This design comes from an exercise in tuning for small area on the open sky130 flow, not from production work.
Where RTL was checked, it was by simulation tests only, not by an equivalence proof against the original.
Power is estimated from default activity; no workload was simulated.

==> flow/design.v <==
module l2c_rx8 (
    input  wire       clk,
    input  wire       rst,
    input  wire       rx_valid,
    input  wire [2:0] rx_ch,
    input  wire       rx_level,
    output wire       rep_byte_valid,
    output wire [7:0] rep_byte,
    output wire       rep_end_valid,
    output wire       rep_end_ok,
    output wire [2:0] rep_ch
);
    localparam integer NCH = 8;
    reg            q_valid;
    reg  [2:0]     q_ch;
    reg            q_level;
    always @(posedge clk) begin
        q_valid <= rx_valid && !rst;
        q_ch    <= rx_ch;
        q_level <= rx_level;
    end
    wire [NCH-1:0] q_sel = {{(NCH-1){1'b0}}, q_valid} << q_ch;
    reg        s_lvl  [0:NCH-1];
    reg [2:0]  s_ones [0:NCH-1];
    reg [7:0]  s_sh   [0:NCH-1];
    reg [10:0] s_bc   [0:NCH-1];
    reg [15:0] s_crc  [0:NCH-1];
    reg         r_lvl;
    reg  [2:0]  r_ones;
    reg  [7:0]  r_sh;
    reg  [10:0] r_bc;
    reg  [15:0] r_crc;
    integer k;
    always @(*) begin
        r_lvl  = 1'b0;
        r_ones = 3'd0;
        r_sh   = 8'h00;
        r_bc   = 11'd0;
        r_crc  = 16'h0000;
        for (k = 0; k < NCH; k = k + 1) begin
            r_lvl  = r_lvl  | (s_lvl[k]  & q_sel[k]);
            r_ones = r_ones | (s_ones[k] & {3{q_sel[k]}});
            r_sh   = r_sh   | (s_sh[k]   & {8{q_sel[k]}});
            r_bc   = r_bc   | (s_bc[k]   & {11{q_sel[k]}});
            r_crc  = r_crc  | (s_crc[k]  & {16{q_sel[k]}});
        end
    end
    wire        d      = (q_level == r_lvl);            
    wire        in_a   = |r_sh;                         
    wire        in_b   = !in_a && |r_bc[6:0];           
    wire        sync   = in_a || |r_bc[6:0];
    wire        ones5  = (r_ones == 3'd5);
    wire        ones6  = (r_ones == 3'd6);
    wire        abort  = d && r_ones[2] && r_ones[1];   
    wire        flag   = !d && ones6;
    wire        app    = sync && !abort && !flag && !ones5;
    wire        bytec  = app && r_sh[0];                
    wire        last   = r_bc[10] && !(|r_bc[9:0]);    
    wire        have   = |r_bc;                         
    wire        enough = !in_a || |r_bc[10:2];
    wire        aligned = in_a ? (r_sh[1] && !r_sh[0]) : r_bc[0];
    wire        x6     = in_a ? r_sh[2] : r_bc[1];      
    wire        over   = app && !in_a && r_bc[0];       
    wire        fcs_ok = (r_crc == (x6 ? 16'hD92F : 16'h9F0B));
    wire [2:0]  n_ones = !d ? 3'd0 : (r_ones == 3'd7) ? 3'd7 : r_ones + 3'd1;
    wire [7:0]  n_sh   = (abort || over)     ? 8'h00 :
                         flag                ? 8'h80 :
                         bytec               ? (last ? 8'h00 : 8'h80) :
                         (app && in_a)       ? {d, r_sh[7:1]} : r_sh;
    wire        bc_wr  = flag || abort || over || bytec || (app && in_b);
    wire [10:0] n_bc   = (flag || abort || over) ? 11'd0 :
                         bytec               ? (last ? 11'h040 : {r_bc[9:0], (r_bc[10] ^ r_bc[8]) || !have}) :
                                               {4'h0, d, r_bc[6:1]};
    wire        crc_wr = flag || app;
    wire [15:0] n_crc  = flag ? 16'hFFFF :
                         ((r_crc >> 1) ^ ((r_crc[0] ^ d) ? 16'h8408 : 16'h0000));
    assign rep_byte       = {d, r_sh[7:1]};
    assign rep_byte_valid = q_valid && bytec;
    assign rep_end_valid  = q_valid && (((abort || flag) && sync && have) || over);
    assign rep_end_ok     = flag && aligned && enough && fcs_ok;
    assign rep_ch         = q_ch;
    wire        w_lvl  = rst ? 1'b0 : q_level;
    wire [2:0]  w_ones = rst ? 3'd0 : n_ones;
    wire [7:0]  w_sh   = rst ? 8'h00 : n_sh;
    wire [10:0] w_bc   = rst ? 11'd0 : n_bc;
    integer c;
    always @(posedge clk) begin
        for (c = 0; c < NCH; c = c + 1) begin
            if (rst || q_sel[c]) begin
                s_lvl[c]  <= w_lvl;
                s_ones[c] <= w_ones;
                s_sh[c]   <= w_sh;
            end
            if (rst || (q_sel[c] && bc_wr))
                s_bc[c]   <= w_bc;
            if (q_sel[c] && crc_wr)
                s_crc[c]  <= n_crc;
        end
    end
endmodule
==> flow/config.mk <==
export PLATFORM = sky130hd
export DESIGN_NAME = l2c_rx8
export DESIGN_NICKNAME = l2c_rx8
export VERILOG_FILES = /design/flow/design.v
export SDC_FILE = /design/flow/constraint.sdc
export NUM_CORES = 4
export LEC_CHECK = 0
export CAP_MARGIN = 0
export CORE_MARGIN = 2
export CORE_UTILIZATION = 40
export SLEW_MARGIN = 0
==> flow/constraint.sdc <==
create_clock -name core_clock -period 6.0 [get_ports {clk}]
set_input_delay 1.2000 -clock core_clock [delete_from_list [all_inputs] [get_ports {clk}]]
set_output_delay 1.2000 -clock core_clock [all_outputs]
set_load 0.01 [all_outputs]
standard.sh (not shown) runs the stock make flow with config.mk's settings and CLKGATE_MAP_FILE= SYNTH_SCRIPT=/design/flow/synth_recipe.tcl, a recipe that flattens the netlist after the stock synthesis.
==> flow/flow/run.sh <==
#!/bin/bash
# Layout flow: the standard flow (standard.sh) with these changes:
#  - synthesis maps the logic with ABC's area mapper (flow/synth.tcl,
#    flow/abc_area.script); registers are mapped exactly as in the standard
#    synthesis;
#  - port buffers use the smallest buffer cell;
#  - CTS uses clkbuf_4 cells in small clusters and adds no dummy loads.
# Each step's full output is in orfs/logs/; make's output is in flow.log.
set -euo pipefail
here=$(pwd)
export MY_ABC_SCRIPT=$here/flow/abc_area.script
export BUFFER_PORTS_ARGS="-buffer_cell sky130_fd_sc_hd__buf_1"
export CTS_ARGS="-sink_clustering_enable -repair_clock_nets -dont_use_dummy_load -buf_list sky130_fd_sc_hd__clkbuf_4 -sink_clustering_size 10 -sink_clustering_max_diameter 40"
sed "s#SYNTH_SCRIPT=[^ ]*#SYNTH_SCRIPT=$here/flow/synth.tcl#" standard.sh > own_standard.sh
grep -q "SYNTH_SCRIPT=$here/flow/synth.tcl" own_standard.sh
bash own_standard.sh finish > flow.log 2>&1
==> flow/flow/abc_area.script <==
strash
dc2
dc2
dch -f
amap -A 8 -F 2
==> flow/flow/synth.tcl <==
# synth_recipe.tcl with one change: ABC maps the logic with an area-oriented
# script (flow/abc_area.script) instead of ORFS's. Registers are mapped by
# the same steps as the standard synthesis, so they keep their names and cells.
proc synth {args} { yosys synth -nofsm -noshare {*}$args }
proc abc {args} {
  set i [lsearch $args -script]
  if {$i >= 0} { lset args [expr {$i + 1}] $::env(MY_ABC_SCRIPT) }
  yosys abc {*}$args
}
source $::env(SCRIPTS_DIR)/synth.tcl
# left out here: clear keep_hierarchy, flatten, clean up, hide names made inside functions, write 1_2_yosys.v
The starting point produced a clean layout.
==> next run, changes <==
--- a/flow/design.v
+++ b/flow/design.v
@@ -10,17 +10,18 @@
     output wire       rep_end_ok,
     output wire [2:0] rep_ch
 );
     localparam integer NCH = 8;
-    reg            q_valid;
-    reg  [2:0]     q_ch;
+    reg  [NCH-1:0] q_sel;       
     reg            q_level;
     always @(posedge clk) begin
-        q_valid <= rx_valid && !rst;
-        q_ch    <= rx_ch;
+        if (rst)
+            q_sel <= {NCH{1'b0}};
+        else
+            q_sel <= {{(NCH-1){1'b0}}, rx_valid} << rx_ch;
         q_level <= rx_level;
     end
-    wire [NCH-1:0] q_sel = {{(NCH-1){1'b0}}, q_valid} << q_ch;
+    wire q_valid = |q_sel;
     reg        s_lvl  [0:NCH-1];
     reg [2:0]  s_ones [0:NCH-1];
     reg [7:0]  s_sh   [0:NCH-1];
     reg [10:0] s_bc   [0:NCH-1];
@@ -29,21 +30,24 @@
     reg  [2:0]  r_ones;
     reg  [7:0]  r_sh;
     reg  [10:0] r_bc;
     reg  [15:0] r_crc;
+    reg  [2:0]  r_ch;
     integer k;
     always @(*) begin
         r_lvl  = 1'b0;
         r_ones = 3'd0;
         r_sh   = 8'h00;
         r_bc   = 11'd0;
         r_crc  = 16'h0000;
+        r_ch   = 3'd0;
         for (k = 0; k < NCH; k = k + 1) begin
             r_lvl  = r_lvl  | (s_lvl[k]  & q_sel[k]);
             r_ones = r_ones | (s_ones[k] & {3{q_sel[k]}});
             r_sh   = r_sh   | (s_sh[k]   & {8{q_sel[k]}});
             r_bc   = r_bc   | (s_bc[k]   & {11{q_sel[k]}});
             r_crc  = r_crc  | (s_crc[k]  & {16{q_sel[k]}});
+            r_ch   = r_ch   | (k[2:0]    & {3{q_sel[k]}});
         end
     end
     wire        d      = (q_level == r_lvl);            
     wire        in_a   = |r_sh;                         
@@ -77,9 +81,9 @@
     assign rep_byte       = {d, r_sh[7:1]};
     assign rep_byte_valid = q_valid && bytec;
     assign rep_end_valid  = q_valid && (((abort || flag) && sync && have) || over);
     assign rep_end_ok     = flag && aligned && enough && fcs_ok;
-    assign rep_ch         = q_ch;
+    assign rep_ch         = r_ch;
     wire        w_lvl  = rst ? 1'b0 : q_level;
     wire [2:0]  w_ones = rst ? 3'd0 : n_ones;
     wire [7:0]  w_sh   = rst ? 8'h00 : n_sh;
     wire [10:0] w_bc   = rst ? 11'd0 : n_bc;
=> Area after synthesis came out higher slightly; routed wire length fell slightly; power goes up slightly; synthesized cell count drops slightly; global-route usage is lower by 0.30 points; sequential share of layout area went up by 1.2 points; via count drops slightly; critical path depth is lower by 4; sequential power went up slightly; worst hold slack improves by 0.039 ns; combinational power drops slightly.

old:
Another version of the RTL of l2c_rx8 (not shown whole).
For scale: about 670 cells after synthesis, about 320 flip-flops, about 21 I/O pins, about 0.012 mm² of cells after synthesis.
## l2c_rx8
module l2c_rx8 (
    input  wire       clk,
    input  wire       rst,
    input  wire       rx_valid,
    input  wire [2:0] rx_ch,
    input  wire       rx_level,
    output wire       rep_byte_valid,
    output wire [7:0] rep_byte,
    output wire       rep_end_valid,
    output wire       rep_end_ok,
    output wire [2:0] rep_ch
);
==> module l2c_rx8, before the edit <==
module l2c_rx8 (
    input  wire       clk,
    input  wire       rst,
    input  wire       rx_valid,
    input  wire [2:0] rx_ch,
    input  wire       rx_level,
    output wire       rep_byte_valid,
    output wire [7:0] rep_byte,
    output wire       rep_end_valid,
    output wire       rep_end_ok,
    output wire [2:0] rep_ch
);
    localparam integer NCH = 8;
    reg  [NCH-1:0] q_sel;       
    reg            q_level;
    always @(posedge clk) begin
        if (rst)
            q_sel <= {NCH{1'b0}};
        else
            q_sel <= {{(NCH-1){1'b0}}, rx_valid} << rx_ch;
        q_level <= rx_level;
    end
    wire q_valid = |q_sel;
    reg        s_lvl  [0:NCH-1];
    reg [2:0]  s_ones [0:NCH-1];
    reg [7:0]  s_sh   [0:NCH-1];
    reg [10:0] s_bc   [0:NCH-1];
    reg [15:0] s_crc  [0:NCH-1];
    reg         r_lvl;
    reg  [2:0]  r_ones;
    reg  [7:0]  r_sh;
    reg  [10:0] r_bc;
    reg  [15:0] r_crc;
    reg  [2:0]  r_ch;
    integer k;
    always @(*) begin
        r_lvl  = 1'b0;
        r_ones = 3'd0;
        r_sh   = 8'h00;
        r_bc   = 11'd0;
        r_crc  = 16'h0000;
        r_ch   = 3'd0;
        for (k = 0; k < NCH; k = k + 1) begin
            r_lvl  = r_lvl  | (s_lvl[k]  & q_sel[k]);
            r_ones = r_ones | (s_ones[k] & {3{q_sel[k]}});
            r_sh   = r_sh   | (s_sh[k]   & {8{q_sel[k]}});
            r_bc   = r_bc   | (s_bc[k]   & {11{q_sel[k]}});
            r_crc  = r_crc  | (s_crc[k]  & {16{q_sel[k]}});
            r_ch   = r_ch   | (k[2:0]    & {3{q_sel[k]}});
        end
    end
    wire        d      = (q_level == r_lvl);            
    wire        in_a   = |r_sh;                         
    wire        in_b   = !in_a && |r_bc[6:0];           
    wire        sync   = in_a || |r_bc[6:0];
    wire        ones5  = (r_ones == 3'd5);
    wire        ones6  = (r_ones == 3'd6);
    wire        abort  = d && r_ones[2] && r_ones[1];   
    wire        flag   = !d && ones6;
    wire        app    = sync && !abort && !flag && !ones5;
    wire        bytec  = app && r_sh[0];                
    wire        have   = |r_bc;                         
    wire        enough = !in_a || |r_bc[10:2];
    wire        aligned = in_a ? (r_sh[1] && !r_sh[0]) : r_bc[6];
    wire        x6     = in_a ? r_sh[2] : r_bc[5];      
    wire        over   = app && !in_a && r_bc[6];       
    wire        last   = r_bc[10] && !(|r_bc[9:0]);    
    wire        fcs_ok = (r_crc == (x6 ? 16'hD92F : 16'h9F0B));
    wire [2:0]  n_ones = !d ? 3'd0 : (r_ones == 3'd7) ? 3'd7 : r_ones + 3'd1;
    wire [7:0]  n_sh   = (abort || over)     ? 8'h00 :
                         flag                ? 8'h80 :
                         bytec               ? (last ? 8'h00 : 8'h80) :
                         (app && in_a)       ? {d, r_sh[7:1]} : r_sh;
    wire        bc_wr  = bytec || (app && in_b);
    wire [10:0] n_bc   = (flag || abort || over) ? 11'd0 :
                         bc_wr ? {r_bc[9:0], bytec ? ((r_bc[10] ^ r_bc[8]) || !have) : d} :
                         r_bc;
    wire        crc_wr = flag || app;
    wire [15:0] n_crc  = flag ? 16'hFFFF :
                         ((r_crc >> 1) ^ ((r_crc[0] ^ d) ? 16'h8408 : 16'h0000));
    assign rep_byte       = {d, r_sh[7:1]};
    assign rep_byte_valid = q_valid && bytec;
    assign rep_end_valid  = q_valid && (((abort || flag) && sync && have) || over);
    assign rep_end_ok     = flag && aligned && enough && fcs_ok;
    assign rep_ch         = r_ch;
    wire        w_lvl  = rst ? 1'b0 : q_level;
    wire [2:0]  w_ones = rst ? 3'd0 : n_ones;
    wire [7:0]  w_sh   = rst ? 8'h00 : n_sh;
    wire [10:0] w_bc   = rst ? 11'd0 : n_bc;
    integer c;
    always @(posedge clk) begin
        for (c = 0; c < NCH; c = c + 1) begin
            if (rst || q_sel[c]) begin
                s_lvl[c]  <= w_lvl;
                s_ones[c] <= w_ones;
                s_sh[c]   <= w_sh;
                s_bc[c]   <= w_bc;
            end
            if (q_sel[c] && crc_wr)
                s_crc[c]  <= n_crc;
        end
    end
endmodule
==> flow/config.mk <==
export PLATFORM = sky130hd
export DESIGN_NAME = l2c_rx8
export DESIGN_NICKNAME = l2c_rx8
export VERILOG_FILES = /design/flow/design.v
export SDC_FILE = /design/flow/constraint.sdc
export NUM_CORES = 4
export LEC_CHECK = 0
export CAP_MARGIN = 0
export CORE_MARGIN = 2
export CORE_UTILIZATION = 40
export SLEW_MARGIN = 0
==> flow/constraint.sdc <==
create_clock -name core_clock -period 6.0 [get_ports {clk}]
set_input_delay 1.2000 -clock core_clock [delete_from_list [all_inputs] [get_ports {clk}]]
set_output_delay 1.2000 -clock core_clock [all_outputs]
set_load 0.01 [all_outputs]
Scripts as last shown in full above: flow/flow/run.sh, flow/flow/abc_area.script, flow/flow/synth.tcl
old finished all stages; the layout is clean.
Setup changes, old to new
diff --git a/flow/design.v b/flow/design.v
--- a/flow/design.v
+++ b/flow/design.v
@@ -72,8 +72,7 @@
                          bytec               ? (last ? 8'h00 : 8'h80) :
                          (app && in_a)       ? {d, r_sh[7:1]} : r_sh;
-    wire        bc_wr  = bytec || (app && in_b);
+    wire        bc_wr  = flag || abort || over || bytec || (app && in_b);
     wire [10:0] n_bc   = (flag || abort || over) ? 11'd0 :
-                         bc_wr ? {r_bc[9:0], bytec ? ((r_bc[10] ^ r_bc[8]) || !have) : d} :
-                         r_bc;
+                         {r_bc[9:0], bytec ? ((r_bc[10] ^ r_bc[8]) || !have) : d};
     wire        crc_wr = flag || app;
     wire [15:0] n_crc  = flag ? 16'hFFFF :
@@ -95,6 +94,7 @@
                 s_ones[c] <= w_ones;
                 s_sh[c]   <= w_sh;
+            end
+            if (rst || (q_sel[c] && bc_wr))
                 s_bc[c]   <= w_bc;
-            end
             if (q_sel[c] && crc_wr)
                 s_crc[c]  <= n_crc;
[summary]
- old -> new: pin count of the biggest net entering global routing increased by more than 10%
- On total routing usage reported by global routing, old and new are neck and neck.
- new ended with less smallest hold slack than old.
- On via count of the routed design, new does better than old.
- Number of nets produced by synthesis shrinks slightly when moving from old to new.
- Per the comparison of new with old, final non-filler cell area has remained practically unchanged, synthesized cell area has remained practically unchanged, die area has remained practically unchanged.
- Diff new..old | total power | negligible
For old, only the layout was checked, not whether the RTL still works.

## static timing again, ports no longer ideal
In the flow no input, the clock included, has a driving cell. The finished layouts below were timed again as built, in two steps. Step 1, drivers: a clkbuf_16 drives clk and a buf_2 each remaining input, both assumed. Step 2 times the ports against the registers' clock, not the clock port: input delays grow and output delays shrink by t, the midpoint of the rising clock arrivals with the driver on. a / b / c = ideal ports / drivers / drivers and shift; a / b = the first two.
| run | t, ns | slack for setup (ns) | worst setup path after step 2 | worst slew at a driven data input, ns |
|---|---|---|---|---|
| the first run of note 1 | 0.679 | 0.356 / 0.317 / 0.912 | register to register | 0.03 |
| the second run of note 1 | 0.659 | 0.391 / 0.352 / 1.011 | register to output | 0.04 |
| old | 0.661 | 0.539 / 0.498 / 0.802 | register to register | 0.04 |
| new | 0.671 | 0.342 / 0.304 / 0.673 | register to register | 0.07 |
After both steps every run listed still meets setup and hold.
